This design comes from an exercise in tuning for small area on the open sky130 flow, not from production work.
At most, simulation tests tie the RTL to the original design; equivalence was not proved.
The RTL of runs 1 to 5 was laid out without a check of its function.
No driver is modelled on the clock port, so clocking that relies on it looks cheaper here than on a real chip.
Power figures rest on the tool's default switching activity, not on a simulated workload.

===== design/flow/flow/run.sh =====
#!/bin/bash
set -euo pipefail
here=$PWD
rm -rf "$here/scripts_abc"
cp -r "$FLOW_HOME/scripts" "$here/scripts_abc"
cp "$here/flow/abc_map.script" "$here/scripts_abc/abc_speed.script"
bash standard.sh SCRIPTS_DIR="$here/scripts_abc" synth > "$here/synth_make.log" 2>&1
bash standard.sh BUFFER_PORTS_ARGS="-buffer_cell sky130_fd_sc_hd__buf_1" \
  CTS_ARGS="-dont_use_dummy_load -sink_clustering_enable -root_buf sky130_fd_sc_hd__clkbuf_8 -buf_list sky130_fd_sc_hd__clkbuf_2 -sink_clustering_size 6" \
  finish > "$here/layout_make.log" 2>&1

===== design/flow/flow/abc_map.script =====
&get -n
&st
&syn2
&dch -f
&nf -R 1000 -p
&put

===== design/flow/standard.sh =====
#!/bin/bash
# synth_recipe.tcl (not shown) runs the flow's synth.tcl, then flattens the netlist and writes it again
# the make line also repeats each setting of config.mk as NAME=value (left out here)
make -C /OpenROAD-flow-scripts/flow DESIGN_CONFIG=/design/flow/config.mk WORK_HOME=/design/flow/orfs CLKGATE_MAP_FILE= SYNTH_SCRIPT=/design/flow/synth_recipe.tcl "${@:-finish}"

===== design/flow/config.mk =====
export PLATFORM = sky130hd
export DESIGN_NAME = dxl2_rx
export DESIGN_NICKNAME = dxl2_rx
export VERILOG_FILES = /design/flow/design.v
export SDC_FILE = /design/flow/constraint.sdc
export NUM_CORES = 4
export LEC_CHECK = 0
export CAP_MARGIN = 20
export CORE_MARGIN = 2
export CORE_UTILIZATION = 40
export SLEW_MARGIN = 20

===== design/flow/constraint.sdc =====
create_clock -name core_clock -period 7.0 [get_ports {clk}]
set_input_delay 1.4000 -clock core_clock [delete_from_list [all_inputs] [get_ports {clk}]]
set_output_delay 1.4000 -clock core_clock [all_outputs]
set_load 0.01 [all_outputs]

===== design/flow/design.v =====
module dxl2_crc_table (
  input  wire [15:0] crc,
  input  wire [7:0]  b,
  output wire [7:0]  idx,
  output wire [15:0] nxt
);
  wire [7:0] i = crc[15:8] ^ b;
  wire       q = ^i[7:1];             
  wire       p = q ^ i[0];            
  assign idx = i;
  assign nxt = {crc[7] ^ p,
                crc[6:2],
                crc[1] ^ i[7],
                crc[0] ^ i[6] ^ i[7],
                i[5] ^ i[6],
                i[4] ^ i[5],
                i[3] ^ i[4],
                i[2] ^ i[3],
                i[1] ^ i[2],
                i[0] ^ i[1],
                q,
                p};
endmodule
module dxl2_rx (
  input  wire        clk,
  input  wire        rst,         
  input  wire        in_valid,
  input  wire [7:0]  in_byte,
  output wire        p_valid,     
  output wire [7:0]  p_data,
  output wire        f_valid,     
  output wire [2:0]  f_err,       
  output wire [7:0]  f_id,
  output wire [7:0]  f_inst,
  output wire [15:0] f_len,
  output wire [15:0] f_crc,       
  output wire        f_crc_ok     
);
  localparam [3:0] S_IDLE = 4'd0;
  localparam [3:0] S_FF1  = 4'd1;
  localparam [3:0] S_FF2  = 4'd2;
  localparam [3:0] S_H3   = 4'd3;    
  localparam [3:0] S_H4   = 4'd4;    
  localparam [3:0] S_H5   = 4'd5;    
  localparam [3:0] S_H6   = 4'd6;    
  localparam [3:0] S_H7   = 4'd7;    
  localparam [3:0] S_CRCH = 4'd8;    
  localparam [3:0] S_BW0  = 4'd12;
  localparam [3:0] S_BW1  = 4'd13;
  localparam [3:0] S_BW2  = 4'd14;
  localparam [3:0] S_BP   = 4'd15;
  localparam [15:0] CRC_HDR = 16'h0C0E;
  reg  [7:0]  b;           
  reg         v;           
  reg  [3:0]  st;
  reg         esc;         
  reg  [15:0] crc;         
  reg  [15:0] rem;         
  reg  [15:0] len_r;
  reg  [7:0]  id_r;
  reg  [7:0]  inst_r;
  wire [7:0]  idx;
  wire [15:0] crc_next;
  dxl2_crc_table u_crc (.crc(crc), .b(b), .idx(idx), .nxt(crc_next));
  wire b_ff   = (b == 8'hFF);
  wire b_fd   = (b == 8'hFD);
  wire b_00   = (b == 8'h00);
  wire body   = (st[3:2] == 2'b11);
  wire in_len = (st == S_H7) || body;           
  wire rem_hi0 = (rem[15:2] == 14'd0);
  wire rem2   = rem_hi0 && (rem[1:0] == 2'd2);
  wire len01  = (b == 8'h00) && (len_r[7:1] == 7'd0);   
  wire len0   = len01 && !len_r[0];
  wire last   = ((st == S_H6) && len0) || (st == S_CRCH);
  wire crc_l  = in_len && rem2;                 
  wire param  = body && !rem2 && !((st == S_BP) && b_fd);
  assign p_valid = v && param;
  assign p_data  = b;
  assign f_valid = v && last;
  wire short  = (len_r[15:2] == 14'd0) && !(len_r[1] && len_r[0]);
  wire id_bad = (id_r[7:2] == 6'h3F) && id_r[0];
  wire crc_ok = (idx == 8'h00) && (crc[7:0] == rem[15:8]);
  assign f_err    = short  ? 3'd1 :
                    id_bad ? 3'd4 :
                    !crc_ok ? 3'd5 :
                    esc    ? 3'd6 : 3'd0;
  assign f_id     = id_r;
  assign f_inst   = inst_r;
  assign f_len    = len_r;
  assign f_crc    = {b, rem[15:8]};
  assign f_crc_ok = crc_ok;
  reg [3:0] st_n;
  always @(*) begin
    case (st)
      S_IDLE: st_n = b_ff ? S_FF1 : S_IDLE;
      S_FF1:  st_n = b_ff ? S_FF2 : S_IDLE;
      S_FF2:  st_n = b_fd ? S_H3 : b_ff ? S_FF1 : S_IDLE;
      S_H3:   st_n = b_00 ? S_H4 : b_ff ? S_FF1 : S_IDLE;
      S_H4:   st_n = S_H5;
      S_H5:   st_n = S_H6;
      S_H6:   st_n = len01 ? (len_r[0] ? S_CRCH : S_IDLE) : S_H7;
      S_H7:   st_n = rem2 ? S_CRCH : (b_ff ? S_BW1 : S_BW0);
      S_BW0:  st_n = rem2 ? S_CRCH : (b_ff ? S_BW1 : S_BW0);
      S_BW1:  st_n = rem2 ? S_CRCH : (b_ff ? S_BW2 : S_BW0);
      S_BW2:  st_n = rem2 ? S_CRCH : (b_fd ? S_BP : b_ff ? S_BW2 : S_BW0);
      S_BP:   st_n = rem2 ? S_CRCH : (b_ff ? S_BW1 : S_BW0);
      default: st_n = S_IDLE;
    endcase
  end
  always @(posedge clk) begin
    b <= in_byte;
    v <= in_valid && !rst;
    if (v && (st == S_H6 || crc_l))
      rem <= {b, len_r[7:0]};
    else
      rem <= rem - {15'd0, v};
    if (rst) begin
      st <= S_IDLE;
    end else if (v) begin
      st <= st_n;
      if (st == S_H7)
        esc <= 1'b0;
      else if (st == S_BP && (rem2 || !b_fd))
        esc <= 1'b1;
      if (st[3:2] == 2'b00 && st != S_H3)
        crc <= CRC_HDR;
      else if (!crc_l)
        crc <= crc_next;
      if (st == S_H4)
        id_r <= b;
      if (st == S_H5)
        len_r[7:0] <= b;
      if (st == S_H5 || st == S_H6)
        len_r[15:8] <= b;
      if (st == S_H7)
        inst_r <= b;
    end
  end
endmodule

==> results.ini, run 1 <==
[timing]
grt_setup_unrepaired=false
slew_headroom=0.424
drv_slew=0
final.setup.worst_slack_ns=2.54
clock.fmax_mhz=224
setup_tns_ns=0
fin_hold_ws_ns=0.499
hold_violations=0
tightest_slew_ns=0.864
min_period_over_period=0.637
clock_skew_ns=0.0188
setup_viol=0
period_minus_slack_ns=4.46

[place]
post-place-ws_ns=2.88
gp_congestion=0.862
placed_cells=470
hpwl_um=5850
port_buffers=72

[power]
p_clk_frac=0.240
combPwrFrac=0.177
p_leak_uw=0.00127
switching_share=0.293
vdd_drop_max_uv=95.8
p_int_uw=742
p_seq_frac=0.582
p_switching_uw=308
cellPowerDensity_nw_per_um2=271

[finish]
fin_util=0.469
multiInputGateArea_um2=1240
final_net_count=392
layout_commonest_cell=buf_1
seq_area_um2=2050
drive_gt1_frac=0.0374
final_cells=479
area_growth_pct=12.7
fillCellCount=785
antennaDiodeCount=0
final_cell_mix=buf_1, edfxtp_1, nor2_1, dfxtp_1

[drt]
drcViolationCount=0
postRouteAntennaNets=0
drtIter0Drc=146
wire_per_inst_um=16.8
wl_um=8030
via_per_inst=5.20
firstDrtPassIters=4
dr_total_vias=2490

[floorplan]
pin_count=73
die_y_um=96.7
dieWidth_um=96.7
rows=33
core_area_um2=8260
initial_core_util=0.417
dieArea_um2=9360

[grt]
grt_pass1_wl_um=12800
overflow=0
grt_pass1_vias=2333
grt_use_total=0.176
grt_start_max_net_pins=33
antenna_found_initial=0

[clock_tree]
cts_tree=done
clock_sinks=78
clkLatencyLatePin_ns=0.34
cts_resized=0
clockBufferDepth=2
cts-root-buf=clkbuf_8
clk_pin_slew_ns=0.07
cts_hold_buf=0
post_cts_buffers=0
cts_made_buffers=9
htree_levels=3

[synth]
netlist_area_um2=3440
async_reset_ff_frac=0
netlist_instances=306
ys_seq_area_frac=0.597
yosysTopAreaCell=edfxtp_1
synth_area_leaders=edfxtp_1, dfxtp_1, xor2_1
yosys.area.top_type_share=0.428
yosys_register_bits=78
avgSynthCellArea_um2=11.2
synthFlopType=edfxtp_1
synth.distinct_cells=34
syn_nets=322
yosysWarnings=1
synth-edff-count=49

[worst_setup_path]
critPathRequiredTime_ns=5.60
path_class=reg -> out
critPathArrivalTime_ns=3.06
critPathCaptureType=output pin
worst_setup_path_start_kind=register
critPathMaxFanout=14

[run]
max_cap_violations=0

[hold_path]
holdCritPathClass=reg -> reg

[run_status]
status=complete, no violations

-- worst max-delay path, stage by stage, from the launching register on --
cell,delay [ns]
dfxtp_1,0.66
xnor2_1,0.22
ha_1,0.19
nand3_1,0.06
nor4_1,0.31
nand2_1,0.09
nor4_1,0.57
o21ai_0,0.26
o21a_1,0.23
buf_1,0.12
-- cell type report --
class                      instances  area share
inverter                           9     0.00872
clock buffer                       9      0.0320
timing repair buffer              75      0.0755
sequential                        78       0.529
tap                              105      0.0339
multi-input combinational        203       0.321
-- cell families (layout without fill, tap and decap cells) --
group | count (synthesis) | count (layout) | synth area share
AOI/OAI and AO/OA | 41 | 41 | 0.0695
DFF | 78 | 78 | 0.597
xor gates and xnor gates | 38 | 38 | 0.0968
and+or+nand+nor | 116 | 116 | 0.166
buffers and inverters | 25 | 93 | 0.0447
adders and majority gates | 5 | 5 | 0.0182
muxes | 3 | 3 | 0.00873
-- synth_stat cells, drive strengths merged, types with 2 or more instances --
library cell / count
nor3: 7
or4: 2
o21ai: 11
a21oi: 17
o21a: 2
nand2: 20
edfxtp: 49
nor2b: 10
nor3b: 2
nand2b: 4
xnor2: 18
mux2i: 3
a31oi: 3
nor4: 11
a211oi: 2
nand4: 4
nor2: 43
o31ai: 2
nand3: 5
ha: 5
dfxtp: 29
xor2: 20
clkinv: 9
buf: 16
or2: 3
-- metal layers --
| layer | up-vias | wire (um) | track usage |
|---|---|---|---|
| met5 | - | 0 | 0 |
| met4 | 0 | 121 | 0.0639 |
| met3 | 11 | 464 | 0.0347 |
| met2 | 101 | 3570 | 0.259 |
| li1 | 1210 | - | - |
| met1 | 1168 | 3870 | 0.258 |
-- state kept, by name (all words and copies together), names as in the netlist --
register  cells
esc           1
st            4
rem          16
v             1
b             8
crc          16
len_r        16
inst_r        8
id_r          8
-- power by group through the flow --
stage	Clock, uW	Combinational, uW	Sequential, uW
after floorplan	0	168	599
after global placement	0	186	620
after detailed placement	0	186	622
after CTS	260	188	612
after global routing	279	212	621
final	252	186	611
-- worst paths after layout --
check | startpoint | to | slack (ns) | cells past startpoint
setup reg to reg | rem[6]$_DFF_P_ | rem[15]$_DFF_P_ | 4.23 | 9
hold reg to reg | rem[5]$_DFF_P_ | rem[5]$_DFF_P_ | 0.50 | 2
setup / recovery | b[1]$_DFF_P_ | f_err[2] | 2.54 | 9
hold / removal | rem[5]$_DFF_P_ | rem[5]$_DFF_P_ | 0.50 | 2
-- per-stage QoR --
stage / power [uW] / instance area, um^2
2_1_floorplan: 767 / 3440
3_3_place_gp: 806 / 3750
3_5_place_dp: 809 / 3750
4_1_cts: 1060 / 3880
5_1_grt: 1110 / 3880
6_report: 1050 / 3880
==> run 2: changes to the inputs <==
==> design/flow/flow/run.sh (replaced) <==
#!/bin/bash
set -euo pipefail
here=$PWD
rm -rf "$here/scripts_abc"
cp -r "$FLOW_HOME/scripts" "$here/scripts_abc"
cp "$here/flow/abc_map.script" "$here/scripts_abc/abc_speed.script"
bash standard.sh SCRIPTS_DIR="$here/scripts_abc" synth > "$here/synth_make.log" 2>&1
bash standard.sh BUFFER_PORTS_ARGS="-buffer_cell sky130_fd_sc_hd__buf_1" \
  CTS_ARGS="-dont_use_dummy_load -sink_clustering_enable -root_buf sky130_fd_sc_hd__clkbuf_8 -buf_list sky130_fd_sc_hd__clkbuf_4 -sink_clustering_size 10" \
  finish > "$here/layout_make.log" 2>&1
==> results.ini, run 2 <==
[worst_setup_path]
critPathMaxFanout=14  ; unchanged
critPathRequiredTime_ns=5.60  ; about the same
path_class=reg -> out
worst_setup_path_start_kind=register
critPathCaptureType=output pin
critPathArrivalTime_ns=3.06  ; about the same

[synth]
yosys_register_bits=78  ; unchanged
yosysWarnings=1  ; unchanged
synth.distinct_cells=34  ; unchanged
async_reset_ff_frac=0  ; unchanged
synthFlopType=edfxtp_1
synth_area_leaders=edfxtp_1, dfxtp_1, xor2_1
syn_nets=322  ; unchanged
netlist_area_um2=3440  ; unchanged
netlist_instances=306  ; unchanged
yosysMostFrequentCell=edfxtp_1
avgSynthCellArea_um2=11.2  ; unchanged
yosysTopAreaCell=edfxtp_1
yosys.area.top_type_share=0.428  ; unchanged
ys_seq_area_frac=0.597  ; unchanged
synth-edff-count=49  ; unchanged
synthTopCellsByCount=edfxtp_1, nor2_1, dfxtp_1, nand2_1, xor2_1

[grt]
grt_start_max_net_pins=33  ; unchanged
antenna_found_initial=0  ; unchanged
grt_pass1_wl_um=12800  ; unchanged
overflow=0  ; unchanged
grt_pass1_vias=2333  ; unchanged
grt_use_total=0.176  ; unchanged

[finish]
multiInputGateArea_um2=1240  ; unchanged
final_cells=479  ; unchanged
fin_util=0.469  ; unchanged
layout_commonest_cell=buf_1
seq_area_um2=2050  ; unchanged
area_growth_pct=12.7  ; unchanged
antennaDiodeCount=0  ; unchanged
drive_gt1_frac=0.0374  ; unchanged
fillCellCount=785  ; unchanged
top_regs=crc (16), len_r (16), rem (16)
final_net_count=392  ; unchanged
final_cell_mix=buf_1, edfxtp_1, nor2_1, dfxtp_1

[timing]
slew_headroom=0.424  ; unchanged
setup_tns_ns=0  ; unchanged
clock.fmax_mhz=224  ; unchanged
period_minus_slack_ns=4.46  ; unchanged
hold_violations=0  ; unchanged
drv_slew=0  ; unchanged
min_period_over_period=0.637  ; unchanged
clock_skew_ns=0.0188  ; unchanged
tightest_slew_ns=0.864  ; unchanged
final.setup.worst_slack_ns=2.54  ; unchanged
grt_setup_unrepaired=false
setup_viol=0  ; unchanged

[clock_tree]
cts_tree=done
cts_resized=0  ; unchanged
clock_sinks=78  ; unchanged
post_cts_buffers=0  ; unchanged
clkLatencyLatePin_ns=0.34  ; about the same
htree_levels=3  ; unchanged
cts-root-buf=clkbuf_8
clk_pin_slew_ns=0.07  ; about the same
cts_made_buffers=9  ; unchanged
clockBufferDepth=2  ; unchanged
cts_hold_buf=0  ; unchanged

[run]
max_cap_violations=0  ; unchanged

[drt]
postRouteAntennaNets=0  ; unchanged
wl_um=8030  ; unchanged
via_per_inst=5.20  ; unchanged
drtIter0Drc=146  ; unchanged
drcViolationCount=0  ; unchanged
wire_per_inst_um=16.8  ; unchanged
dr_total_vias=2490  ; unchanged
firstDrtPassIters=4  ; unchanged

[power]
cellPowerDensity_nw_per_um2=271  ; unchanged
p_leak_uw=0.00127  ; unchanged
vdd_drop_max_uv=95.8  ; unchanged

[floorplan]
dieWidth_um=96.7  ; unchanged
die_y_um=96.7  ; unchanged
core_area_um2=8260  ; unchanged
pin_count=73  ; unchanged
dieArea_um2=9360  ; unchanged
initial_core_util=0.417  ; unchanged
rows=33  ; unchanged

[place]
placed_cells=470  ; unchanged
port_buffers=72  ; unchanged
hpwl_um=5850  ; unchanged
post-place-ws_ns=2.88  ; unchanged
gp_congestion=0.862  ; unchanged

[hold_path]
holdCritPathClass=reg -> reg

[run_status]
status=complete, no violations

## run 2: cell counts after synthesis
No cell type changed its count.
## run 2: worst paths after layout
path,slack [ns],endpoint,start,cells past startpoint
worst max-delay path,2.54,f_err[2],b[1]$_DFF_P_,9
worst max register to register,4.23,rem[15]$_DFF_P_,rem[6]$_DFF_P_,9
worst min register to register,0.50,rem[5]$_DFF_P_,rem[5]$_DFF_P_,2
worst min-delay path,0.50,rem[5]$_DFF_P_,rem[5]$_DFF_P_,2
## run 2: report_power, final
part           leakage, uW  internal [uW]  switching, uW
Combinational     0.000525           87.0           99.1
Clock            0.0000647            115            138
Sequential        0.000678            540           71.4
Total              0.00127            742            308
## run 2: cells by family after synthesis
logic type,after synthesis,synth area share
compound gates,41,0.0695
xor+xnor,38,0.0968
fa+ha+maj,5,0.0182
buf+inv,25,0.0447
flops,78,0.597
mux,3,0.00873
simple gates,116,0.166
## run 2: stage by stage
| step | hold WS [ns] | total power [uW] | instance area [um^2] |
|---|---|---|---|
| after global placement | 0.479 | 806 | 3750 |
| after floorplan | 0.463 | 767 | 3440 |
| after global routing | 0.520 | 1110 | 3880 |
| after detailed placement | 0.491 | 809 | 3750 |
| after CTS | 0.502 | 1060 | 3880 |
| final | 0.499 | 1050 | 3880 |
## run 2: final cells by class
class | instances | share of cell area
timing repair buffer | 75 | 0.0755
clock buffer | 9 | 0.0320
inverter | 9 | 0.00872
multi-input combinational | 203 | 0.321
tap | 105 | 0.0339
sequential | 78 | 0.529
## run 2: layer usage
layer	track usage	vias to the layer above	routed length (um)
met4	0.0639	0	121
met5	0	-	0
met3	0.0347	11	464
met1	0.258	1168	3870
met2	0.259	101	3570
li1	-	1210	-
## run 2: worst max-delay path, cell delays in order, from the launching register on
cell,delay [ns]
dfxtp_1,0.66
xnor2_1,0.22
ha_1,0.19
nand3_1,0.06
nor4_1,0.31
nand2_1,0.09
nor4_1,0.57
o21ai_0,0.26
o21a_1,0.23
buf_1,0.12
==> run 3: changes to the inputs <==
==> design/flow/flow/run.sh (replaced) <==
#!/bin/bash
set -euo pipefail
here=$PWD
rm -rf "$here/scripts_abc"
cp -r "$FLOW_HOME/scripts" "$here/scripts_abc"
cp "$here/flow/abc_map.script" "$here/scripts_abc/abc_speed.script"
bash standard.sh SCRIPTS_DIR="$here/scripts_abc" synth > "$here/synth_make.log" 2>&1
bash standard.sh BUFFER_PORTS_ARGS="-buffer_cell sky130_fd_sc_hd__buf_1" \
  CTS_ARGS="-dont_use_dummy_load -sink_clustering_enable -root_buf sky130_fd_sc_hd__clkbuf_4 -buf_list sky130_fd_sc_hd__clkbuf_4 -sink_clustering_size 8" \
  finish > "$here/layout_make.log" 2>&1
==> results.ini, run 3 <==
[worst_setup_path]
r2r_end=rem[15]$_DFF_P_
critPathCaptureType=output pin
path_class=reg -> out
critPathArrivalTime_ns=3.14  ; +0.08 ns
critPathMaxFanout=10  ; -4
critPathRequiredTime_ns=5.60  ; about the same
worst_setup_path_start_kind=register
reg2regPathDepth=9  ; unchanged
crit_start=b[5]$_DFF_P_
reg2reg_setup_slack_ns=4.24  ; about the same
rr_startpoint=rem[6]$_DFF_P_
cp-endpoint=f_err[2]

[synth]
yosys.area.top_type_share=0.428  ; unchanged
netlist_instances=306  ; unchanged
netlist_area_um2=3440  ; unchanged
synthTopCellsByCount=edfxtp_1, nor2_1, dfxtp_1, nand2_1, xor2_1
synth-edff-count=49  ; unchanged
avgSynthCellArea_um2=11.2  ; unchanged
yosysMostFrequentCell=edfxtp_1
synth_area_leaders=edfxtp_1, dfxtp_1, xor2_1
synthFlopType=edfxtp_1
syn_nets=322  ; unchanged
yosys_register_bits=78  ; unchanged
synth.distinct_cells=34  ; unchanged
yosysWarnings=1  ; unchanged
ys_seq_area_frac=0.597  ; unchanged
yosysTopAreaCell=edfxtp_1
async_reset_ff_frac=0  ; unchanged

[grt]
antenna_found_initial=0  ; unchanged
grt_pass1_vias=2305  ; -1.2%
grt_pass1_wl_um=12800  ; unchanged
grt_use_total=0.176  ; +0.000308
grt_start_max_net_pins=33  ; unchanged
overflow=0  ; unchanged

[timing]
period_minus_slack_ns=4.54  ; +0.0875 ns
drv_slew=0  ; unchanged
slew_headroom=0.426  ; +0.00193
clock.fmax_mhz=220  ; -1.9%
grt_setup_unrepaired=false
fin_hold_ws_ns=0.505  ; +0.00631 ns
min_period_over_period=0.649  ; +0.0125
tightest_slew_ns=0.856  ; -0.00756 ns
clock_skew_ns=0.0301  ; +0.0113 ns
setup_viol=0  ; unchanged
hold_violations=0  ; unchanged
setup_tns_ns=0  ; unchanged

[hold_path]
holdCritPathClass=reg -> reg

[floorplan]
rows=33  ; unchanged
core_area_um2=8260  ; unchanged
dieArea_um2=9360  ; unchanged
dieWidth_um=96.7  ; unchanged
initial_core_util=0.417  ; unchanged
die_y_um=96.7  ; unchanged
pin_count=73  ; unchanged

[drt]
drcViolationCount=0  ; unchanged
postRouteAntennaNets=0  ; unchanged
wl_um=8030  ; about the same
wire_per_inst_um=16.8  ; about the same
firstDrtPassIters=4  ; unchanged
via_per_inst=5.20  ; unchanged
drtIter0Drc=163  ; +12%
dr_total_vias=2490  ; unchanged

[place]
placed_cells=470  ; unchanged
gp_congestion=0.862  ; unchanged
hpwl_um=5850  ; unchanged
port_buffers=72  ; unchanged
dpl-instance-area_um2=3750  ; unchanged

[clock_tree]
cts_hold_buf=0  ; unchanged
htree_levels=3  ; unchanged
cts_made_buffers=9  ; unchanged
clkLatencyLatePin_ns=0.41  ; +0.07 ns
post_cts_buffers=0  ; unchanged
cts-root-buf=clkbuf_4
clockBufferDepth=2  ; unchanged
clock_sinks=78  ; unchanged
clk_pin_slew_ns=0.12  ; +0.05 ns
cts_tree=done
cts_resized=0  ; unchanged

[power]
p_leak_uw=0.00124  ; -1.8%
cellPowerDensity_nw_per_um2=259  ; -4.5%
vdd_drop_max_uv=78.6  ; -18%

[finish]
final_net_count=392  ; unchanged
top_regs=crc (16), len_r (16), rem (16)
layout_commonest_cell=buf_1
final_cell_mix=buf_1, edfxtp_1, nor2_1, dfxtp_1
stdcell_area_um2=3820  ; -1.5%
antennaDiodeCount=0  ; unchanged
drive_gt1_frac=0.0374  ; unchanged
final_cells=479  ; unchanged
area_growth_pct=11.1
fin_util=0.463  ; -0.00682

[run]
max_cap_violations=0  ; unchanged

[run_status]
status=complete, no violations

## run 3: worst min-delay path by stage
| stage | to | depth (start not counted) | slack, ns | startpoint |
|---|---|---|---|---|
| after CTS | rem[5]$_DFF_P_ | 2 | 0.51 | rem[5]$_DFF_P_ |
| after detailed placement | rem[5]$_DFF_P_ | 2 | 0.49 | rem[5]$_DFF_P_ |
| after floorplan | rem[5]$_DFF_P_ | 2 | 0.46 | rem[5]$_DFF_P_ |
| after global routing | rem[5]$_DFF_P_ | 2 | 0.53 | rem[5]$_DFF_P_ |
| after global placement | rem[5]$_DFF_P_ | 2 | 0.48 | rem[5]$_DFF_P_ |
| final | rem[5]$_DFF_P_ | 2 | 0.50 | rem[5]$_DFF_P_ |
## run 3: critical path: stages, from the launching register on
cell      delay [ns]
dfxtp_1         0.62
xor2_1          0.22
clkinv_1        0.09
ha_1            0.15
nand3_1         0.08
nor4_1          0.31
nand2_1         0.09
nor4_1          0.57
o21ai_0         0.26
o21a_1          0.23
buf_1           0.12
## run 3: layout make-up
| cell class | instances | area (um^2) |
|---|---|---|
| Multi-Input combinational cell | 203 | 1240 |
| Inverter | 9 | 33.8 |
| Clock buffer | 9 | 67.6 |
| Fill cell | 791 | 4440 |
| Sequential cell | 78 | 2050 |
| Timing Repair Buffer | 75 | 293 |
| Tap cell | 105 | 131 |
## run 3: cell families after synthesis
kind of cell | share of synthesized area
compound gates | 0.0695
xor+xnor | 0.0968
simple gates | 0.166
buf+inv | 0.0447
mux | 0.00873
flops | 0.597
fa+ha+maj | 0.0182
## run 3: power breakdown
part	switching, uW	leakage (uW)	internal, uW	total (uW)
Clock	133	0.0000414	59.9	193
Combinational	98.7	0.000525	87.0	186
Sequential	70.4	0.000678	539	610
## run 3: stage by stage
step                      total power [uW]  setup slack [ns]
after detailed placement               809              2.88
after global placement                 806              3.04
after global routing                  1050              2.19
final                                  988              2.46
after floorplan                        767              3.40
after CTS                              997              2.40
## run 3: routing by layer
layer,GRT usage,vias to the layer above,part of all wire
met5,0,-,0
met2,0.260,95,0.45
met1,0.260,1175,0.49
li1,-,1211,-
met4,0.0585,0,0.011
met3,0.0354,9,0.056
==> run 4: changes to the inputs <==
==> design/flow/flow/run.sh (replaced) <==
#!/bin/bash
set -euo pipefail
here=$PWD
rm -rf "$here/scripts_abc"
cp -r "$FLOW_HOME/scripts" "$here/scripts_abc"
cp "$here/flow/abc_map.script" "$here/scripts_abc/abc_speed.script"
bash standard.sh SCRIPTS_DIR="$here/scripts_abc" synth > "$here/synth_make.log" 2>&1
bash standard.sh BUFFER_PORTS_ARGS="-buffer_cell sky130_fd_sc_hd__buf_1" \
  CTS_ARGS="-dont_use_dummy_load -sink_clustering_enable -root_buf sky130_fd_sc_hd__clkbuf_4 -buf_list sky130_fd_sc_hd__clkbuf_4 -sink_clustering_size 5 -sink_clustering_max_diameter 25" \
  finish > "$here/layout_make.log" 2>&1
==> results.ini, run 4 <==
[timing]
drv_slew=0  ; unchanged
period_minus_slack_ns=4.54  ; unchanged
setup_viol=0  ; unchanged
grt_setup_unrepaired=false
clock_skew_ns=0.0301  ; unchanged
tightest_slew_ns=0.856  ; unchanged
hold_violations=0  ; unchanged
clock.fmax_mhz=220  ; unchanged
min_period_over_period=0.649  ; unchanged
slew_headroom=0.426  ; unchanged
setup_tns_ns=0  ; unchanged

[drt]
drcViolationCount=0  ; unchanged
via_per_inst=5.20  ; unchanged
wl_um=8030  ; unchanged
firstDrtPassIters=4  ; unchanged
drtIter0Drc=163  ; unchanged
dr_total_vias=2490  ; unchanged
postRouteAntennaNets=0  ; unchanged
wire_per_inst_um=16.8  ; unchanged

[clock_tree]
clk_pin_slew_ns=0.12  ; about the same
clockBufferDepth=2  ; unchanged
cts_made_buffers=9  ; unchanged
clock_sinks=78  ; unchanged
post_cts_buffers=0  ; unchanged
cts-root-buf=clkbuf_4
cts_hold_buf=0  ; unchanged
cts_resized=0  ; unchanged
htree_levels=3  ; unchanged
cts_tree=done
clkLatencyLatePin_ns=0.41  ; about the same

[grt]
grt_pass1_wl_um=12800  ; unchanged
antenna_found_initial=0  ; unchanged
overflow=0  ; unchanged
grt_start_max_net_pins=33  ; unchanged
grt_pass1_vias=2305  ; unchanged
grt_use_total=0.176  ; unchanged

[synth]
netlist_instances=306  ; unchanged
synth_compound_area_frac=0.0695  ; unchanged
yosysMostFrequentCell=edfxtp_1
syn_nets=322  ; unchanged
synth_top_family_by_area=simple AND/OR/NAND/NOR gates
synthMuxAreaShare=0.00873  ; unchanged
yosys.area.top_type_share=0.428  ; unchanged
async_reset_ff_frac=0  ; unchanged
yosys.area_share.xor_xnor=0.0968  ; unchanged
avgSynthCellArea_um2=11.2  ; unchanged
yosysTopAreaCell=edfxtp_1
synth-edff-count=49  ; unchanged
synthAdderAreaFrac=0.0182  ; unchanged
synth_area_leaders=edfxtp_1, dfxtp_1, xor2_1
synth.distinct_cells=34  ; unchanged
ys_seq_area_frac=0.597  ; unchanged
yosysWarnings=1  ; unchanged
synthTopCellsByCount=edfxtp_1, nor2_1, dfxtp_1, nand2_1, xor2_1
netlist_area_um2=3440  ; unchanged
synthSimpleGateAreaFrac=0.166  ; unchanged
yosys_register_bits=78  ; unchanged
synthFlopType=edfxtp_1

[worst_setup_path]
critPathMaxFanout=10  ; unchanged
crit_start=b[5]$_DFF_P_
path_class=reg -> out
cp-endpoint=f_err[2]
r2r_end=rem[15]$_DFF_P_
reg2reg_setup_slack_ns=4.24  ; about the same
rr_startpoint=rem[6]$_DFF_P_
critPathRequiredTime_ns=5.60  ; about the same
critPathArrivalTime_ns=3.14  ; about the same
worst_setup_path_start_kind=register
reg2regPathDepth=9  ; unchanged
critPathCaptureType=output pin

[finish]
drive_gt1_frac=0.0374  ; unchanged
final_cell_mix=buf_1, edfxtp_1, nor2_1, dfxtp_1
antennaDiodeCount=0  ; unchanged
final_net_count=392  ; unchanged
fillCellCount=791  ; unchanged
seq_area_um2=2050  ; unchanged
area_growth_pct=11.1  ; unchanged
layout_commonest_cell=buf_1
multiInputGateArea_um2=1240  ; unchanged
top_regs=crc (16), len_r (16), rem (16)

[floorplan]
dieArea_um2=9360  ; unchanged
core_area_um2=8260  ; unchanged
dieWidth_um=96.7  ; unchanged
rows=33  ; unchanged
initial_core_util=0.417  ; unchanged
pin_count=73  ; unchanged
die_y_um=96.7  ; unchanged

[place]
port_buffers=72  ; unchanged
gp_congestion=0.862  ; unchanged
hpwl_um=5850  ; unchanged

[power]
cellPowerDensity_nw_per_um2=259  ; unchanged
power_uw=988  ; unchanged
vdd_drop_max_uv=78.6  ; unchanged
p_leak_uw=0.00124  ; unchanged

[hold_path]
holdCritPathClass=reg -> reg

[run_status]
status=complete, no violations

[run]
max_cap_violations=0  ; unchanged

-- run 4: cell counts after synthesis --
No cell type changed its count.
-- run 4: layout make-up --
cell class,count,area share
timing repair buffer,75,0.0766
inverter,9,0.00884
sequential,78,0.537
tap,105,0.0344
clock buffer,9,0.0177
multi-input combinational,203,0.325
-- run 4: critical path, cell delays in order, from the launching register on --
cell and delay [ns]:
dfxtp_1 0.62, xor2_1 0.22, clkinv_1 0.09, ha_1 0.15
nand3_1 0.08, nor4_1 0.31, nand2_1 0.09, nor4_1 0.57
o21ai_0 0.26, o21a_1 0.23, buf_1 0.12
-- run 4: logic make-up (layout without fill, tap and decap cells) --
logic type / after synthesis / in the layout
AOI/OAI and AO/OA: 41 / 41
xor gates and xnor gates: 38 / 38
adders and majority gates: 5 / 5
buffers and inverters: 25 / 93
DFF: 78 / 78
muxes: 3 / 3
and+or+nand+nor: 116 / 116
-- run 4: report_power, final --
part           leakage, uW  total, uW  internal, uW  switching [uW]
Combinational     0.000525        186          87.0            98.7
Clock            0.0000414        193          59.9             133
Sequential        0.000678        610           539            70.4
-- run 4: worst min-delay path by stage --
stage | from | endpoint | slack, ns | cells after the start
finish | rem[5]$_DFF_P_ | rem[5]$_DFF_P_ | 0.50 | 2
global route | rem[5]$_DFF_P_ | rem[5]$_DFF_P_ | 0.53 | 2
CTS | rem[5]$_DFF_P_ | rem[5]$_DFF_P_ | 0.51 | 2
detailed placement | rem[5]$_DFF_P_ | rem[5]$_DFF_P_ | 0.49 | 2
global placement | rem[5]$_DFF_P_ | rem[5]$_DFF_P_ | 0.48 | 2
floorplan | rem[5]$_DFF_P_ | rem[5]$_DFF_P_ | 0.46 | 2
-- run 4: metrics by stage --
stage	hold slack (ns)	instance area (um^2)	setup slack [ns]	utilization	std cells
6_report	0.505	3820	2.46	0.463	479
5_1_grt	0.527	3820	2.19	0.463	479
4_1_cts	0.508	3820	2.40	0.463	479
3_5_place_dp	0.491	3750	2.88	0.454	470
3_3_place_gp	0.479	3750	3.04	0.454	470
2_1_floorplan	0.463	3440	3.40	-	306
-- run 4: routing by layer --
layer | up-vias | track usage | share of wire
met5 | - | 0 | 0
li1 | 1211 | - | -
met2 | 95 | 0.260 | 0.45
met4 | 0 | 0.0585 | 0.011
met3 | 9 | 0.0354 | 0.056
met1 | 1175 | 0.260 | 0.49
==> run 5: changes to the inputs <==
==> design/flow/flow/run.sh (replaced) <==
#!/bin/bash
set -euo pipefail
here=$PWD
rm -rf "$here/scripts_abc"
cp -r "$FLOW_HOME/scripts" "$here/scripts_abc"
cp "$here/flow/abc_map.script" "$here/scripts_abc/abc_speed.script"
bash standard.sh SCRIPTS_DIR="$here/scripts_abc" synth > "$here/synth_make.log" 2>&1
bash standard.sh BUFFER_PORTS_ARGS="-buffer_cell sky130_fd_sc_hd__buf_1" \
  CTS_ARGS="-dont_use_dummy_load -sink_clustering_enable -root_buf sky130_fd_sc_hd__clkbuf_8 -tree_buf sky130_fd_sc_hd__clkbuf_4 -buf_list sky130_fd_sc_hd__clkbuf_4 -sink_clustering_buffer sky130_fd_sc_hd__clkbuf_4" \
  finish > "$here/layout_make.log" 2>&1
==> results.ini, run 5 <==
[run_status]
status=complete, no violations

[synth]
yosysWarnings=1  ; unchanged
synth_area_leaders=edfxtp_1, dfxtp_1, xor2_1
async_reset_ff_frac=0  ; unchanged
yosys_register_bits=78  ; unchanged
avgSynthCellArea_um2=11.2  ; unchanged
yosysMostFrequentCell=edfxtp_1
synth.distinct_cells=34  ; unchanged
yosys.area.top_type_share=0.428  ; unchanged
syn_nets=322  ; unchanged
synthTopCellsByCount=edfxtp_1, nor2_1, dfxtp_1, nand2_1, xor2_1
synthFlopType=edfxtp_1
netlist_instances=306  ; unchanged
synth-edff-count=49  ; unchanged
ys_seq_area_frac=0.597  ; unchanged
netlist_area_um2=3440  ; unchanged
yosysTopAreaCell=edfxtp_1

[run]
max_cap_violations=0  ; unchanged

[timing]
clock.fmax_mhz=224  ; +2.0%
setup_viol=0  ; unchanged
tightest_slew_ns=0.864  ; +0.00756 ns
clock_skew_ns=0.0188  ; -0.0113 ns
period_minus_slack_ns=4.46  ; -0.0875 ns
grt_setup_unrepaired=false
hold_violations=0  ; unchanged
slew_headroom=0.424  ; -0.00193
drv_slew=0  ; unchanged
min_period_over_period=0.637  ; -0.0125
setup_tns_ns=0  ; unchanged

[grt]
grt_use_total=0.176  ; -0.000308
grt_pass1_vias=2333  ; +1.2%
overflow=0  ; unchanged
grt_pass1_wl_um=12800  ; unchanged
grt_start_max_net_pins=33  ; unchanged
antenna_found_initial=0  ; unchanged

[floorplan]
dieArea_um2=9360  ; unchanged
core_area_um2=8260  ; unchanged
die_y_um=96.7  ; unchanged
initial_core_util=0.417  ; unchanged
dieWidth_um=96.7  ; unchanged
rows=33  ; unchanged
pin_count=73  ; unchanged

[clock_tree]
clockBufferDepth=2  ; unchanged
clkLatencyLatePin_ns=0.34  ; -0.07 ns
cts_tree=done
clock_sinks=78  ; unchanged
cts_resized=0  ; unchanged
htree_levels=3  ; unchanged
cts_made_buffers=9  ; unchanged
clk_pin_slew_ns=0.07  ; -0.05 ns
cts-root-buf=clkbuf_8
post_cts_buffers=0  ; unchanged
cts_hold_buf=0  ; unchanged

[worst_setup_path]
crit_start=b[1]$_DFF_P_
critPathRequiredTime_ns=5.60  ; about the same
critPathArrivalTime_ns=3.06  ; -0.08 ns
rr_startpoint=rem[6]$_DFF_P_
critPathMaxFanout=14  ; +4
path_class=reg -> out
worst_setup_path_start_kind=register
critPathCaptureType=output pin

[finish]
drive_gt1_frac=0.0374  ; unchanged
layout_commonest_cell=buf_1
area_growth_pct=12.7
final_net_count=392  ; unchanged
final_cell_mix=buf_1, edfxtp_1, nor2_1, dfxtp_1
seq_area_um2=2050  ; unchanged
fillCellCount=785  ; -0.76%
top_regs=crc (16), len_r (16), rem (16)
antennaDiodeCount=0  ; unchanged
multiInputGateArea_um2=1240  ; unchanged

[place]
port_buffers=72  ; unchanged
hpwl_um=5850  ; unchanged
gp_congestion=0.862  ; unchanged

[drt]
via_per_inst=5.20  ; unchanged
wire_per_inst_um=16.8  ; about the same
dr_total_vias=2490  ; unchanged
wl_um=8030  ; about the same
firstDrtPassIters=4  ; unchanged
drcViolationCount=0  ; unchanged
drtIter0Drc=146  ; -10%
postRouteAntennaNets=0  ; unchanged

[hold_path]
worstHoldStart=rem[5]$_DFF_P_
holdCritPathClass=reg -> reg

[power]
power_uw=1050  ; +6.2%
vdd_drop_max_uv=95.8  ; +22%
cellPowerDensity_nw_per_um2=271  ; +4.7%
p_leak_uw=0.00127  ; +1.9%

[run 5: cell counts after synthesis]
No cell type changed its count.
[run 5: cell families (layout without fill, tap and decap cells)]
group,count (synthesis),after routing,share of synthesized area
adders and majority gates,5,5,0.0182
muxes,3,3,0.00873
DFF,78,78,0.597
AOI/OAI and AO/OA,41,41,0.0695
buffers and inverters,25,93,0.0447
and+or+nand+nor,116,116,0.166
xor gates and xnor gates,38,38,0.0968
[run 5: layer usage]
metal | part of all wire | GRT usage
met5 | 0 | 0
met4 | 0.015 | 0.0639
met3 | 0.058 | 0.0347
met2 | 0.44 | 0.259
met1 | 0.48 | 0.258
[run 5: power breakdown]
part	leakage (uW)	total, uW	switching [uW]	internal (uW)
logic	0.000525	186	99.1	87.0
clock network	0.0000647	252	138	115
registers	0.000678	611	71.4	540
total	0.00127	1050	308	742
[run 5: path summary, 6_finish.rpt]
kind	end	slack, ns	cells past startpoint
hold / removal	rem[5]$_DFF_P_	0.50	2
hold reg to reg	rem[5]$_DFF_P_	0.50	2
setup / recovery	f_err[2]	2.54	9
setup reg to reg	rem[15]$_DFF_P_	4.23	9
[run 5: stage by stage]
step,worst slack (ns),std cells,hold slack (ns),area (um^2),util
global route,2.29,479,0.520,3880,0.469
detailed placement,2.88,470,0.491,3750,0.454
global placement,3.04,470,0.479,3750,0.454
finish,2.54,479,0.499,3880,0.469
floorplan,3.40,306,0.463,3440,-
CTS,2.49,479,0.502,3880,0.469
[run 5: cell type report]
cell class | count | area share
Clock buffer | 9 | 0.0320
Inverter | 9 | 0.00872
Multi-Input combinational cell | 203 | 0.321
Sequential cell | 78 | 0.529
Tap cell | 105 | 0.0339
Timing Repair Buffer | 75 | 0.0755
[run 5: critical path, stage by stage (launching register included)]
cell and delay, ns:
dfxtp_1 0.66, xnor2_1 0.22, ha_1 0.19, nand3_1 0.06, nor4_1 0.31, nand2_1 0.09
nor4_1 0.57, o21ai_0 0.26, o21a_1 0.23, buf_1 0.12
==> run 6: changes to the inputs <==
--- a/design/flow/design.v
+++ b/design/flow/design.v
@@ -65,7 +65,7 @@
   wire b_ff   = (b == 8'hFF);
   wire b_fd   = (b == 8'hFD);
   wire b_00   = (b == 8'h00);
-  wire body   = (st[3:2] == 2'b11);
+  wire body   = (st == S_BW0 || st == S_BW1 || st == S_BW2 || st == S_BP);
   wire in_len = (st == S_H7) || body;           
   wire rem_hi0 = (rem[15:2] == 14'd0);
   wire rem2   = rem_hi0 && (rem[1:0] == 2'd2);
@@ -122,7 +122,7 @@
         esc <= 1'b0;
       else if (st == S_BP && (rem2 || !b_fd))
         esc <= 1'b1;
-      if (st[3:2] == 2'b00 && st != S_H3)
+      if (st == S_IDLE || st == S_FF1 || st == S_FF2)
         crc <= CRC_HDR;
       else if (!crc_l)
         crc <= crc_next;
==> design/flow/flow/run.sh (replaced) <==
#!/bin/bash
# Standard ORFS layout (the standard.sh) with these changes:
#  - synthesis maps the logic with flow/abc_map.script (area-oriented ABC
#    script) in place of ORFS's abc_speed.script; the rest of synthesis is
#    synth_recipe.tcl as standard.sh runs it;
#  - the port buffers are the smallest buffer cell (buf_1);
#  - clock tree built from clkbuf_4 without dummy loads.
# Each make run writes its full output to its own log file here; the ORFS
# tools' logs are under orfs/logs/.
set -euo pipefail
here=$PWD
rm -rf "$here/scripts_abc"
cp -r "$FLOW_HOME/scripts" "$here/scripts_abc"
cp "$here/flow/abc_map.script" "$here/scripts_abc/abc_speed.script"
bash standard.sh SCRIPTS_DIR="$here/scripts_abc" synth > "$here/synth_make.log" 2>&1
bash standard.sh BUFFER_PORTS_ARGS="-buffer_cell sky130_fd_sc_hd__buf_1" \
  CTS_ARGS="-sink_clustering_enable -dont_use_dummy_load -root_buf sky130_fd_sc_hd__clkbuf_4 -buf_list sky130_fd_sc_hd__clkbuf_4" \
  finish > "$here/layout_make.log" 2>&1
==> design/flow/flow/abc_map.script (replaced) <==
&get -n
&st
&deepsyn -T 20
&dch -f
&nf -R 1000 -p
&put
strash
&get -n
&st
&deepsyn -T 20
&dch -f
&nf -R 1000 -p
&put
--- a/design/flow/config.mk
+++ b/design/flow/config.mk
@@ -7,5 +7,5 @@
 export LEC_CHECK = 0
 export CAP_MARGIN = 20
 export CORE_MARGIN = 2
-export CORE_UTILIZATION = 40
+export CORE_UTILIZATION = 60
 export SLEW_MARGIN = 20
==> results.ini, run 6 <==
[synth]
ys_seq_area_frac=0.594  ; -0.00259
synthFlopType=edfxtp_1
yosysTopAreaCell=edfxtp_1
syn_nets=324  ; +0.62%
yosys_register_bits=78  ; unchanged
netlist_instances=308  ; +0.65%
yosysMostFrequentCell=edfxtp_1
avgSynthCellArea_um2=11.2  ; -0.22%
netlist_area_um2=3450  ; +0.44%
synth_area_leaders=edfxtp_1, dfxtp_1, xnor2_1
yosysWarnings=1  ; unchanged
yosys.area.top_type_share=0.426  ; -0.00186
async_reset_ff_frac=0  ; unchanged
synth-edff-count=49  ; unchanged
synthTopCellsByCount=edfxtp_1, nor2_1, dfxtp_1, xnor2_1
synth.distinct_cells=35  ; +2.9%

[clock_tree]
clock_sinks=78  ; unchanged
clkLatencyLatePin_ns=0.42  ; +0.08 ns
clockBufferDepth=2  ; unchanged
cts_made_buffers=9  ; unchanged
htree_levels=3  ; unchanged
cts_resized=0  ; unchanged
cts_hold_buf=0  ; unchanged
clk_pin_slew_ns=0.12  ; +0.05 ns
cts-root-buf=clkbuf_4
cts_tree=done
post_cts_buffers=0  ; unchanged

[worst_setup_path]
r2r_end=rem[13]$_DFF_P_
reg2reg_setup_slack_ns=3.52  ; -0.71 ns
slowest_delay_ns=0.52  ; -0.14 ns
path_class=reg -> out
worst_path_dominant_cell_family=simple AND/OR/NAND/NOR gates
rr_startpoint=rem[3]$_DFF_P_
crit_buf_inv=1  ; unchanged
critPathCaptureType=output pin
critPathRequiredTime_ns=5.60  ; about the same
reg2regPathDepth=9  ; unchanged
crit_chain=xnor2_1, ha_1, nand3_1, or4_1, nor3_1, o21ai_0, nor3b_1, buf_1
cp_slowest_cell=or4_1
critPathArrivalTime_ns=3.08  ; +0.02 ns
critPathMaxFanout=10  ; -4
worst_setup_path_start_kind=register

[drt]
drcViolationCount=0  ; unchanged
dr_total_vias=2545  ; +2.2%
wl_um=7680  ; -4.3%
wire_per_inst_um=17.2  ; +2.8%
postRouteAntennaNets=0  ; unchanged
firstDrtPassIters=4  ; unchanged
drtIter0Drc=187  ; +28%
via_per_inst=5.71  ; +9.8%

[timing]
final.setup.worst_slack_ns=2.52  ; -0.0261 ns
setup_tns_ns=0  ; unchanged
hold_violations=0  ; unchanged
period_minus_slack_ns=4.48  ; +0.0261 ns
clock_skew_ns=0.0269  ; +0.00807 ns
grt_setup_unrepaired=false
slew_headroom=0.288  ; -0.136
setup_viol=0  ; unchanged
clock.fmax_mhz=223  ; -0.58%
min_period_over_period=0.640  ; +0.00373
drv_slew=0  ; unchanged
tightest_slew_ns=1.06  ; +0.195 ns

[grt]
grt_pass1_vias=2379  ; +2.0%
grt_pass1_wl_um=12000  ; -6.2%
grt_start_max_net_pins=17  ; -48%
antenna_found_initial=0  ; unchanged
grt_use_total=0.258  ; +0.0823
overflow=0  ; unchanged

[finish]
top_regs=crc (16), len_r (16), rem (16)
final_cell_mix=buf_1, edfxtp_1, nor2_1, dfxtp_1, xnor2_1
drive_gt1_frac=0.0321  ; -0.00535
antennaDiodeCount=0  ; unchanged
final_net_count=392  ; unchanged
area_growth_pct=9.45
fin_util=0.682  ; +0.213
layout_commonest_cell=buf_1

[power]
switching_share=0.299  ; +0.00517
p_clk_frac=0.194  ; -0.046
vdd_drop_max_uv=145  ; +52%
p_leak_uw=0.00117  ; -7.5%
cellPowerDensity_nw_per_um2=255  ; -5.7%
power_uw=966  ; -8.0%
combPwrFrac=0.175  ; -0.002
p_seq_frac=0.631  ; +0.049
p_switching_uw=288  ; -6.4%
p_int_uw=677  ; -8.7%

[hold_path]
hold_depth=2  ; unchanged
min_to=rem[5]$_DFF_P_
holdCritPathClass=reg -> reg
worstHoldStart=rem[5]$_DFF_P_

[floorplan]
rows=27  ; -18%
dieArea_um2=6380  ; -32%
pin_count=73  ; unchanged
initial_core_util=0.624  ; +0.207
die_y_um=79.9  ; -17%
dieWidth_um=79.9  ; -17%
core_area_um2=5540  ; -33%

[run_status]
status=complete, no violations

[place]
post-place-ws_ns=3.05  ; +0.172 ns
hpwl_um=5470  ; -6.4%
gp_congestion=0.843  ; -2.3%
port_buffers=72  ; unchanged

[run]
max_cap_violations=0  ; unchanged

-- run 6: changes by cell type after synthesis, moves of 3 or more --
cell	delta
clkinv_1	+5
mux2i_1	-3
xor2_1	-11
o21ai_0	+7
nor2_1	-13
a21oi_1	-7
xnor2_1	+7
nand3_1	+7
o22ai_1	+3
-- run 6: area by class of cell --
| class | count | area, um^2 |
|---|---|---|
| multi-input combinational | 200 | 1240 |
| sequential | 78 | 2050 |
| inverter | 14 | 52.6 |
| fill | 441 | 1760 |
| timing repair buffer | 73 | 278 |
| tap | 72 | 90.1 |
| clock buffer | 9 | 67.6 |
-- run 6: metal layers --
metal | global-route usage | share of wire
met4 | 0.103 | 0.011
met5 | 0 | 0
met3 | 0.0667 | 0.067
met1 | 0.353 | 0.45
met2 | 0.394 | 0.47
-- run 6: worst min-delay path: cells and delay by family, from the launching register on --
kind	cells	cell delay, ns
flops	1	0.32
compound gates	2	0.15
-- run 6: cells by family after synthesis --
| group | Yosys count | synth area share |
|---|---|---|
| AO/OA/AOI/OAI | 52 | 0.0931 |
| adder cells (fa/ha/maj) | 5 | 0.0181 |
| AND/OR/NAND/NOR | 109 | 0.159 |
| buffers and inverters | 30 | 0.0500 |
| flip-flops | 78 | 0.594 |
| XOR/XNOR | 34 | 0.0862 |
-- run 6: stage by stage --
| step | hold slack (ns) | area, um^2 | std cells |
|---|---|---|---|
| finish | 0.513 | 3780 | 446 |
| global route | 0.561 | 3780 | 446 |
| CTS | 0.511 | 3780 | 446 |
| detailed placement | 0.495 | 3710 | 437 |
| global placement | 0.490 | 3710 | 437 |
| floorplan | 0.468 | 3450 | 308 |
-- run 6: worst max path at each step --
stage / start / to / cells after the start
detailed placement: b[1]$_DFF_P_ / f_err[1] / 8
finish: b[5]$_DFF_P_ / f_err[1] / 8
floorplan: b[5]$_DFF_P_ / f_err[1] / 7
global placement: b[1]$_DFF_P_ / f_err[1] / 8
CTS: b[5]$_DFF_P_ / f_err[1] / 8
global route: b[5]$_DFF_P_ / f_err[1] / 8
-- run 6: power by group through the flow --
stage / clock, uW / combinational (uW) / sequential (uW)
finish: 187 / 169 / 610
global route: 213 / 193 / 618
CTS: 194 / 170 / 609
detailed placement: 0 / 169 / 619
global placement: 0 / 166 / 617
floorplan: 0 / 156 / 598
==> run 7: changes to the inputs <==
==> design/flow/flow/run.sh (replaced) <==
#!/bin/bash
# Standard ORFS layout (the standard.sh) with these changes:
#  - synthesis maps the logic with flow/abc_map.script (area-oriented ABC
#    script) in place of ORFS's abc_speed.script; the rest of synthesis is
#    synth_recipe.tcl as standard.sh runs it;
#  - the port buffers are the smallest buffer cell (buf_1);
#  - clock tree built from clkbuf_8, without dummy loads.
# Each make run writes its full output to its own log file here; the ORFS
# tools' logs are under orfs/logs/.
set -euo pipefail
here=$PWD
rm -rf "$here/scripts_abc"
cp -r "$FLOW_HOME/scripts" "$here/scripts_abc"
cp "$here/flow/abc_map.script" "$here/scripts_abc/abc_speed.script"
bash standard.sh SCRIPTS_DIR="$here/scripts_abc" synth > "$here/synth_make.log" 2>&1
bash standard.sh BUFFER_PORTS_ARGS="-buffer_cell sky130_fd_sc_hd__buf_1" \
  CTS_ARGS="-sink_clustering_enable -dont_use_dummy_load -root_buf sky130_fd_sc_hd__clkbuf_8 -buf_list sky130_fd_sc_hd__clkbuf_8" \
  finish > "$here/layout_make.log" 2>&1
==> design/flow/flow/abc_map.script (replaced) <==
&get -n
&st
&syn2
&dch -f
&nf -R 1000 -p
&st
&syn2
&dch -f
&nf -R 1000 -p
&st
&syn2
&dch -f
&nf -R 1000 -p
&put
--- a/design/flow/config.mk
+++ b/design/flow/config.mk
@@ -7,5 +7,5 @@
 export LEC_CHECK = 0
 export CAP_MARGIN = 20
 export CORE_MARGIN = 2
-export CORE_UTILIZATION = 60
+export CORE_UTILIZATION = 40
 export SLEW_MARGIN = 20
==> results.ini, run 7 <==
[run_status]
status=complete, no violations

[finish]
drive_gt1_frac=0.0351  ; +0.00305
antennaDiodeCount=0  ; unchanged
final_cells=475  ; +6.5%
final_net_count=388  ; -1.0%
top_regs=crc (16), len_r (16), rem (16)
fillCellCount=790  ; +79%
layout_commonest_cell=buf_1
final_cell_mix=buf_1, edfxtp_1, nor2_1, dfxtp_1, xnor2_1
seq_area_um2=2050  ; unchanged
area_growth_pct=12.6
multiInputGateArea_um2=1230  ; -0.61%
fin_util=0.465  ; -0.217
stdcell_area_um2=3840  ; +1.6%

[grt]
overflow=0  ; unchanged
grt_pass1_wl_um=12200  ; +2.1%
grt_pass1_vias=2281  ; -4.1%
antenna_found_initial=0  ; unchanged
grt_start_max_net_pins=33  ; +16
grt_use_total=0.182  ; -0.0759

[clock_tree]
post_cts_buffers=0  ; unchanged
clkLatencyLatePin_ns=0.36  ; -0.06 ns
cts_hold_buf=0  ; unchanged
cts-root-buf=clkbuf_8
clockBufferDepth=2  ; unchanged
clock_sinks=78  ; unchanged
cts_made_buffers=9  ; unchanged
clk_pin_slew_ns=0.07  ; -0.05 ns
htree_levels=3  ; unchanged
cts_tree=done
cts_resized=0  ; unchanged

[floorplan]
die_y_um=96.4  ; +21%
pin_count=73  ; unchanged
dieWidth_um=96.4  ; +21%
rows=33  ; +22%
initial_core_util=0.413  ; -0.210
core_area_um2=8260  ; +49%
dieArea_um2=9290  ; +46%

[worst_setup_path]
crit_top_cell=nor4_1
r2r_end=st[1]$_SDFFE_PP0P_
crit_buf_inv=1  ; unchanged
crit_chain=xnor2_1, ha_1, nand3_1, nor4_1, nand2_1, nor4_1, o21ai_0, o21a_1, buf_1
critPathCaptureType=output pin
critPathMaxFanout=10  ; unchanged
path_class=reg -> out
reg2reg_setup_slack_ns=4.30  ; +0.78 ns
slowest_delay_ns=0.69  ; +0.17 ns
critPathArrivalTime_ns=2.89  ; -0.19 ns
rr_startpoint=rem[6]$_DFF_P_
worst_setup_path_start_kind=register
cp_slowest_cell=dfxtp_1
critPathRequiredTime_ns=5.60  ; about the same
worst_path_dominant_cell_family=simple AND/OR/NAND/NOR gates
reg2regPathDepth=9  ; unchanged

[timing]
tightest_slew_ns=0.916  ; -0.143 ns
setup_viol=0  ; unchanged
min_period_over_period=0.612  ; -0.0281
period_minus_slack_ns=4.29  ; -0.197 ns
setup_tns_ns=0  ; unchanged
clock_skew_ns=0.0314  ; +0.00447 ns
hold_violations=0  ; unchanged
grt_setup_unrepaired=false
drv_slew=0  ; unchanged
clock.fmax_mhz=233  ; +4.6%
slew_headroom=0.386  ; +0.0983

[place]
placed_cells=466  ; +6.6%
hpwl_um=5630  ; +3.0%
dpl-instance-area_um2=3720  ; +0.24%
gp_congestion=0.847  ; +0.55%
port_buffers=72  ; unchanged

[power]
cellPowerDensity_nw_per_um2=272  ; +6.6%
vdd_drop_max_uv=115  ; -21%
p_leak_uw=0.00124  ; +5.7%

[run]
max_cap_violations=0  ; unchanged

[synth]
netlist_instances=303  ; -1.6%
synthFlopType=edfxtp_1
synth_area_leaders=edfxtp_1, dfxtp_1, xnor2_1
yosys_register_bits=78  ; unchanged
synth.distinct_cells=33  ; -5.7%
ys_seq_area_frac=0.601  ; +0.00741
yosysWarnings=1  ; unchanged
yosysMostFrequentCell=edfxtp_1
synthMuxAreaShare=0  ; unchanged
async_reset_ff_frac=0  ; unchanged
synthAdderAreaFrac=0.0183  ; +0.000226
synthTopCellsByCount=edfxtp_1, nor2_1, dfxtp_1, xnor2_1, a21oi_1
yosysTopAreaCell=edfxtp_1
yosys.area_share.xor_xnor=0.0975  ; +0.0113
yosys.area.top_type_share=0.431  ; +0.00531
synth_compound_area_frac=0.0733  ; -0.0197
synth_top_family_by_area=simple AND/OR/NAND/NOR gates
avgSynthCellArea_um2=11.3  ; +0.40%
syn_nets=319  ; -1.5%
synth-edff-count=49  ; unchanged
synthSimpleGateAreaFrac=0.170  ; +0.0111
netlist_area_um2=3410  ; -1.2%

[drt]
wire_per_inst_um=17.0  ; -1.1%
wl_um=8100  ; +5.4%
drcViolationCount=0  ; unchanged
drtIter0Drc=169  ; -9.6%
via_per_inst=5.19  ; -9.1%
postRouteAntennaNets=0  ; unchanged
firstDrtPassIters=4  ; unchanged
dr_total_vias=2464  ; -3.2%

[hold_path]
holdCritPathClass=reg -> reg
min_to=rem[5]$_DFF_P_
worstHoldStart=rem[5]$_DFF_P_
hold_depth=2  ; unchanged

run 7: cell count changes after synthesis, sizes merged, moves of 4 or more:
cell / previous run / this run
nand3: 12 / 8
clkinv: 14 / 4
o21ai: 18 / 7
xor2: 9 / 16
nor2: 30 / 45
a21oi: 10 / 20
run 7: worst min-delay path, stage by stage (launching register included):
cell     delay, ns
dfxtp_1       0.32
o41ai_1       0.06
a31oi_1       0.08
run 7: worst max-delay path by stage:
stage	slack [ns]	startpoint	end	depth (start not counted)
floorplan	3.53	b[1]$_DFF_P_	f_err[2]	8
global placement	3.09	b[3]$_DFF_P_	f_err[2]	9
detailed placement	3.02	b[3]$_DFF_P_	f_err[2]	9
CTS	2.63	b[3]$_DFF_P_	f_err[2]	9
global route	2.44	b[3]$_DFF_P_	f_err[1]	9
finish	2.71	b[3]$_DFF_P_	f_err[2]	9
run 7: cell type report:
cell class / instances / area share
repair buffers: 74 / 0.0743
flip-flops and latches: 78 / 0.534
multi-input cells: 205 / 0.321
well taps: 105 / 0.0342
clock buffers: 9 / 0.0322
inverters: 4 / 0.00391
run 7: kinds of logic (layout without fill, tap and decap cells):
family                     after synthesis  in the layout
buffers and inverters                   20             87
DFF                                     78             78
adders and majority gates                5              5
and+or+nand+nor                        119            119
xor gates and xnor gates                38             38
AOI/OAI and AO/OA                       43             43
run 7: through the flow:
| stage | hold WS, ns | power (uW) | setup slack [ns] |
|---|---|---|---|
| after floorplan | 0.457 | 761 | 3.53 |
| after global routing | 0.515 | 1100 | 2.44 |
| final | 0.494 | 1050 | 2.71 |
| after detailed placement | 0.483 | 795 | 3.02 |
| after CTS | 0.494 | 1050 | 2.63 |
| after global placement | 0.474 | 794 | 3.09 |
run 7: per-layer routing:
layer | track usage | vias to the layer above | wire length (um)
li1 | - | 1204 | -
met4 | 0.0599 | 0 | 119
met2 | 0.259 | 78 | 3780
met5 | 0 | - | 0
met3 | 0.0470 | 12 | 502
met1 | 0.270 | 1170 | 3700
run 7: power breakdown:
| group | internal [uW] | leakage (uW) | switching (uW) |
|---|---|---|---|
| combinational | 84.5 | 0.000497 | 86.9 |
| sequential | 539 | 0.000678 | 72.6 |
| clock | 115 | 0.0000647 | 147 |
| total | 738 | 0.00124 | 307 |
==> run 8: changes to the inputs <==
--- a/design/flow/flow/run.sh
+++ b/design/flow/flow/run.sh
@@ -14,5 +14,6 @@
 cp "$here/flow/abc_map.script" "$here/scripts_abc/abc_speed.script"
 bash standard.sh SCRIPTS_DIR="$here/scripts_abc" synth > "$here/synth_make.log" 2>&1
 bash standard.sh BUFFER_PORTS_ARGS="-buffer_cell sky130_fd_sc_hd__buf_1" \
-  CTS_ARGS="-sink_clustering_enable -dont_use_dummy_load -root_buf sky130_fd_sc_hd__clkbuf_8 -buf_list sky130_fd_sc_hd__clkbuf_8" \
+  CTS_ARGS="-sink_clustering_enable -dont_use_dummy_load -root_buf sky130_fd_sc_hd__clkbuf_4 -buf_list sky130_fd_sc_hd__clkbuf_4" \
+  POST_CTS_TCL="$here/flow/cts_leaf.tcl" \
   finish > "$here/layout_make.log" 2>&1
==> design/flow/flow/cts_leaf.tcl (new file) <==
set n_up 0
foreach inst [get_cells *] {
  if {[get_property $inst ref_name] ne "sky130_fd_sc_hd__clkbuf_4"} { continue }
  set out [get_pins -of_objects $inst -filter "direction == output"]
  set loads [get_pins -of_objects [get_nets -of_objects $out] -filter "direction == input"]
  if {[llength $loads] > 8} {
    replace_cell $inst sky130_fd_sc_hd__clkbuf_8
    incr n_up
  }
}
puts "cts_leaf: upsized $n_up clock buffers to clkbuf_8"
if {$n_up > 0} {
  detailed_placement
  estimate_parasitics -placement
}
==> results.ini, run 8 <==
[timing]
tightest_slew_ns=0.965  ; +0.0494 ns
slew_headroom=0.353  ; -0.0331
clock_skew_ns=0.0307  ; -0.000697 ns
drv_slew=0  ; unchanged
min_period_over_period=0.622  ; +0.00952
clock.fmax_mhz=230  ; -1.5%
setup_viol=0  ; unchanged
grt_setup_unrepaired=false
hold_violations=0  ; unchanged
period_minus_slack_ns=4.35  ; +0.0667 ns
setup_tns_ns=0  ; unchanged

[drt]
via_per_inst=5.19  ; about the same
wl_um=8170  ; +0.86%
drtIter0Drc=167  ; -1.2%
postRouteAntennaNets=0  ; unchanged
firstDrtPassIters=4  ; unchanged
wire_per_inst_um=17.2  ; +0.86%
drcViolationCount=0  ; unchanged
dr_total_vias=2463  ; -0.041%

[synth]
avgSynthCellArea_um2=11.3  ; unchanged
ys_seq_area_frac=0.601  ; unchanged
netlist_area_um2=3410  ; unchanged
synth.distinct_cells=33  ; unchanged
yosysTopAreaCell=edfxtp_1
yosysMostFrequentCell=edfxtp_1
yosysWarnings=1  ; unchanged
synth-edff-count=49  ; unchanged
netlist_instances=303  ; unchanged
async_reset_ff_frac=0  ; unchanged
synth_area_leaders=edfxtp_1, dfxtp_1, xnor2_1
syn_nets=319  ; unchanged
yosys_register_bits=78  ; unchanged
synthTopCellsByCount=edfxtp_1, nor2_1, dfxtp_1, xnor2_1, a21oi_1
synthFlopType=edfxtp_1
yosys.area.top_type_share=0.431  ; unchanged

[power]
cellPowerDensity_nw_per_um2=267  ; -1.9%
p_clk_frac=0.231  ; -0.020
combPwrFrac=0.169  ; +0.005
p_leak_uw=0.00123  ; -0.84%
p_seq_frac=0.601  ; +0.016
switching_share=0.300  ; +0.00606
p_switching_uw=305  ; -0.58%
vdd_drop_max_uv=155  ; +35%
p_int_uw=713  ; -3.4%

[worst_setup_path]
reg2reg_setup_slack_ns=4.34  ; +0.04 ns
r2r_end=st[1]$_SDFFE_PP0P_
worst_setup_path_start_kind=register
crit_buf_inv=1  ; unchanged
reg2regPathDepth=9  ; unchanged
worst_path_dominant_cell_family=simple AND/OR/NAND/NOR gates
rr_startpoint=rem[6]$_DFF_P_
slowest_delay_ns=0.68  ; about the same
crit_top_cell=nor4_1
crit_chain=xnor2_1, ha_1, nand3_1, nor4_1, nand2_1, nor4_1, o21ai_0, o21a_1, buf_1
cp_slowest_cell=dfxtp_1
cp.depth=9  ; unchanged
critPathMaxFanout=10  ; unchanged
critPathArrivalTime_ns=2.95  ; +0.06 ns
critPathRequiredTime_ns=5.60  ; about the same
crit_start=b[3]$_DFF_P_
path_class=reg -> out
critPathCaptureType=output pin

[floorplan]
die_y_um=96.4  ; unchanged
core_area_um2=8260  ; unchanged
pin_count=73  ; unchanged
initial_core_util=0.413  ; unchanged
dieArea_um2=9290  ; unchanged
dieWidth_um=96.4  ; unchanged
rows=33  ; unchanged

[place]
hpwl_um=5630  ; unchanged
placed_cells=466  ; unchanged
port_buffers=72  ; unchanged
gp_congestion=0.847  ; unchanged

[finish]
antennaDiodeCount=0  ; unchanged
final_cells=475  ; unchanged
top_regs=crc (16), len_r (16), rem (16)
final_cell_mix=buf_1, edfxtp_1, nor2_1, dfxtp_1, xnor2_1
final_net_count=388  ; unchanged
area_growth_pct=11.8
drive_gt1_frac=0.0351  ; unchanged
layout_commonest_cell=buf_1

[clock_tree]
clock_sinks=78  ; unchanged
cts_tree=done
clkLatencyLatePin_ns=0.43  ; +0.07 ns
clk_pin_slew_ns=0.08  ; about the same

[grt]
antenna_found_initial=0  ; unchanged
grt_pass1_vias=2272  ; -0.39%
overflow=0  ; unchanged
grt_use_total=0.182  ; about the same
grt_pass1_wl_um=12200  ; about the same
grt_start_max_net_pins=33  ; unchanged

[run_status]
status=complete, no violations

[run]
max_cap_violations=0  ; unchanged

[hold_path]
holdCritPathClass=reg -> reg
worstHoldStart=rem[5]$_DFF_P_
min_to=rem[5]$_DFF_P_
hold_depth=2  ; unchanged

[run 8: cell counts after synthesis]
No cell type changed its count.
[run 8: cells by family after synthesis]
group,count (synthesis),synth area share
compound gates,43,0.0733
xor+xnor,38,0.0975
fa+ha+maj,5,0.0183
buf+inv,20,0.0396
flops,78,0.601
simple gates,119,0.170
[run 8: how the worst max path moves through the flow]
stage,slack (ns),to
2_1_floorplan,3.53,f_err[2]
6_report,2.65,f_err[2]
3_3_place_gp,3.09,f_err[2]
3_5_place_dp,3.02,f_err[2]
5_1_grt,2.37,f_err[1]
[run 8: stage by stage]
| step | total power (uW) | setup slack [ns] | util | hold slack [ns] | cell area [um^2] |
|---|---|---|---|---|---|
| floorplan | 761 | 3.53 | - | 0.457 | 3410 |
| global placement | 794 | 3.09 | 0.450 | 0.474 | 3720 |
| detailed placement | 795 | 3.02 | 0.450 | 0.483 | 3720 |
| global route | 1070 | 2.37 | 0.462 | 0.515 | 3820 |
| finish | 1020 | 2.65 | 0.462 | 0.494 | 3820 |
[run 8: final cells by class]
type,count,area [um^2]
flip-flops and latches,78,2050
repair buffers,74,285
fillers,795,4440
clock buffers,9,98.8
well taps,105,131
inverters,4,15.0
multi-input cells,205,1230
[run 8: routing by layer]
metal / up-vias / GRT usage / wire length (um)
met4: 0 / 0.0458 / 83
met2: 77 / 0.260 / 3670
li1: 1204 / - / -
met1: 1175 / 0.271 / 3940
met3: 7 / 0.0540 / 470
met5: - / 0 / 0
[run 8: worst min-delay path: stages (launching register included)]
cell and delay [ns]:
dfxtp_1 0.32, o41ai_1 0.06, a31oi_1 0.08
[run 8: power groups by stage]
| stage | sequential [uW] | clock [uW] | combinational, uW |
|---|---|---|---|
| floorplan | 598 | 0 | 163 |
| detailed placement | 622 | 0 | 172 |
| finish | 612 | 235 | 172 |
| global route | 621 | 256 | 197 |
| global placement | 622 | 0 | 172 |

[port drivers added, routing unchanged]
In the flow no input, the clock included, has a driving cell. The finished layouts below were timed again as built, in two steps. Step 1, drivers: a clkbuf_16 drives clk and a buf_2 each remaining input, both assumed. Step 2 times the ports against the registers' clock, not the clock port: input delays grow and output delays shrink by t, the midpoint of the rising clock arrivals with the driver on. Three values: ideal ports, drivers, drivers and shift; two values: the first two.
| run | t (ns) | setup WS [ns] | hold slack, ns | worst data-port slew with drivers (ns) |
|---|---|---|---|---|
| run 1 | 0.364 | 2.544 / 2.512 / 2.876 | 0.499 / 0.499 / 0.499 | 0.03 |
| run 2 | 0.364 | 2.544 / 2.512 / 2.876 | 0.499 / 0.499 / 0.499 | 0.03 |
| run 3 | 0.427 | 2.457 / 2.428 / 2.856 | 0.505 / 0.505 / 0.505 | 0.03 |
| run 4 | 0.427 | 2.457 / 2.428 / 2.856 | 0.505 / 0.505 / 0.505 | 0.03 |
| run 5 | 0.364 | 2.544 / 2.512 / 2.876 | 0.499 / 0.499 / 0.499 | 0.03 |
| run 6 | 0.432 | 2.518 / 2.490 / 2.923 | 0.513 / 0.513 / 0.513 | 0.03 |
| run 7 | 0.374 | 2.715 / 2.684 / 3.058 | 0.494 / 0.494 / 0.494 | 0.03 |
| run 8 | 0.447 | 2.648 / 2.617 / 3.064 | 0.494 / 0.494 / 0.494 | 0.03 |
After both steps every run listed still meets setup and hold.
